What follows belongs to an exercise in optimizing a design on an open flow for small area, a short achievable clock period and few clock cycles per item; a production flow would make more cautious choices. Only simulation tests tie the RTL to the original design; equivalence was not proved.

==> inputs of v34 <==
## hsv2rgb_stream
module hsv2rgb_stream (
    input  wire        clk,
    input  wire        rst,
    input  wire        in_valid,
    output wire        in_ready,
    input  wire [7:0]  hue_i,
    input  wire [7:0]  sat_i,
    input  wire [7:0]  val_i,
    output reg         out_valid,
    output wire [31:0] rgb_o
);
Settings: LEC_CHECK=0, CAP_MARGIN=20, CORE_MARGIN=2, CORE_UTILIZATION=40, SLEW_MARGIN=60, SYNTH_HIERARCHICAL=1; clock period 16.0 ns.
run.sh (not shown) runs the stock make flow with config.mk's settings and CLKGATE_MAP_FILE= SYNTH_SCRIPT=/design/flow/synth_recipe.tcl, a recipe that flattens the netlist after the stock synthesis.
==> v31 (differences from v34) <==
==> flow/flow/run.sh (new file) <==
#!/bin/bash
# Layout flow: the standard flow (standard.sh: the standard synthesis,
# floorplan, placement, clock tree, routing and finish, at the design's
# clock and constraints), except that the port buffers that placement adds
# to every input and output are buf_4 cells instead of the default pick
# (a slow delay cell).  The whole output of the flow goes to flow.log.
set -euo pipefail
cd "$(dirname "$0")/.."
bash standard.sh BUFFER_PORTS_ARGS="-buffer_cell sky130_fd_sc_hd__buf_4" finish > flow.log 2>&1
==> flow/standard.sh (new file) <==
#!/bin/bash
# synth_recipe.tcl (not shown) runs the flow's synth.tcl, then flattens the netlist and writes it again
# the make line also repeats each setting of config.mk as NAME=value (left out here)
make -C /OpenROAD-flow-scripts/flow DESIGN_CONFIG=/design/flow/config.mk WORK_HOME=/design/flow/orfs CLKGATE_MAP_FILE= SYNTH_SCRIPT=/design/flow/synth_recipe.tcl "${@:-finish}"
CELL_PAD_IN_SITES_DETAIL_PLACEMENT = 1   (was unset)
removed: flow/run.sh
==> qor.txt <==
share of layout cells above drive strength 1 -> 10.2%
crit end category -> output port
status -> no timing/DRC/antenna violations
fin util -> 43.3%
P&R area growth vs syn -> 7.50%
Plain + repair buffers -> 58
maximum clock rate -> 0.222 GHz
final RePlAce weighted congestion -> 0.873
first-pass GRT wire length -> 65,800 um
clock latency on the worst-skew pair -> 0.44 ns
dpl ws -> 11.64 ns
CP Capture Point -> rgb_o[3]
Final Instance Count excl. Fillers -> 2,256
Vias/cell -> 5.96
Tcrit/Tclk final -> 28.1%
The numbers above come from v34.

==> qor.txt <==
status -> no timing/DRC/antenna violations
fin util -> 42.9%
P&R area growth vs syn -> 6.58%
first-pass GRT wire length -> 72,500 um
Vias/cell -> 6.07
crit end category -> flip-flop
clock latency on the worst-skew pair -> 0.46 ns
dpl ws -> 11.59 ns
CP Capture Point -> xr2[4]$_DFF_P_
final RePlAce weighted congestion -> 0.871
The numbers above come from v31.

Testbench counts of v34, summed over its fixed seeds: cycles 16,032, items 16,000.
Testbench counts of v31, summed over its fixed seeds: cycles 16,032, items 16,000.

==> run a: inputs <==
hsv2rgb_stream, a different RTL version from the one above (not shown whole).
make LEC_CHECK=0 CAP_MARGIN=20 CORE_MARGIN=2 CORE_UTILIZATION=40 SLEW_MARGIN=60 SYNTH_HIERARCHICAL=1 finish   # period 16.0 ns
Stock flow here: none of the scripts above is used.
==> inputs of run b, as changes to run a <==
SLEW_MARGIN = 70   (was 60)
==> flow_summary_export.csv <==
group,metric,value,unit
run_status,outcome,"no timing/DRC/antenna violations",
timing,finalCriticalPeriod,4.76,ns
timing,fin_ws,11.24,ns
place,hpwl,28900,microns
critical_path,ff2ff_setup_slack,11.24,ns
routing,met1Wirelength,17000,microns
cells_and_area,layout_common_cells,"391 x nor2_1, 253 x fa_1, 162 x ha_1",
timing,max-slew-margin-rel,60.0,%
grt,grt_pass1_vias,13100,
cells_and_area,nNonClkBuffers,55,
routing,detail_route.vias_per_cell,5.40,
That was run a.
==> flow_summary_export.csv <==
group,metric,value,unit
run_status,outcome,"no timing/DRC/antenna violations",
routing,met1Wirelength,16900,microns
cells_and_area,nNonClkBuffers,56,
grt,grt_pass1_vias,13100,
place,hpwl,28900,microns
routing,detail_route.vias_per_cell,5.42,
cells_and_area,layout_common_cells,"389 x nor2_1, 253 x fa_1, 162 x ha_1",
That was run b.
Testbench counts of run a, summed over its fixed seeds: cycles 16,032, items 16,000.
Testbench counts of run b, summed over its fixed seeds: cycles 16,032, items 16,000.

## port drivers added, routing unchanged
The results above use ideal ports. As a check the final layouts listed here were re-extracted and re-timed, cells and wires unchanged.
Step 1 sets driving cells, clkbuf_16 on the clock port and buf_2 on the other inputs (assumed; they add their load-dependent delay and slew).
Step 2 also shifts input and output timing later by t, the mid clock arrival at the registers, as if the neighbouring blocks saw the same clock.
Three values: ideal, step 1, step 2; two values: the first two.
run | t (ns) | slack for setup (ns) | slew at the worst register clock pin (ns)
v34 | 0.486 | 11.498 / 11.447 / 11.586 | 0.07 / 0.07
v31 | 0.502 | 11.593 / 11.593 / 11.593 | 0.07 / 0.07
run a | 0.488 | 11.235 / 11.235 / 11.235 | 0.07 / 0.07
run b | 0.493 | 11.231 / 11.231 / 11.231 | 0.07 / 0.07
After both steps setup and hold are still met in every run listed.
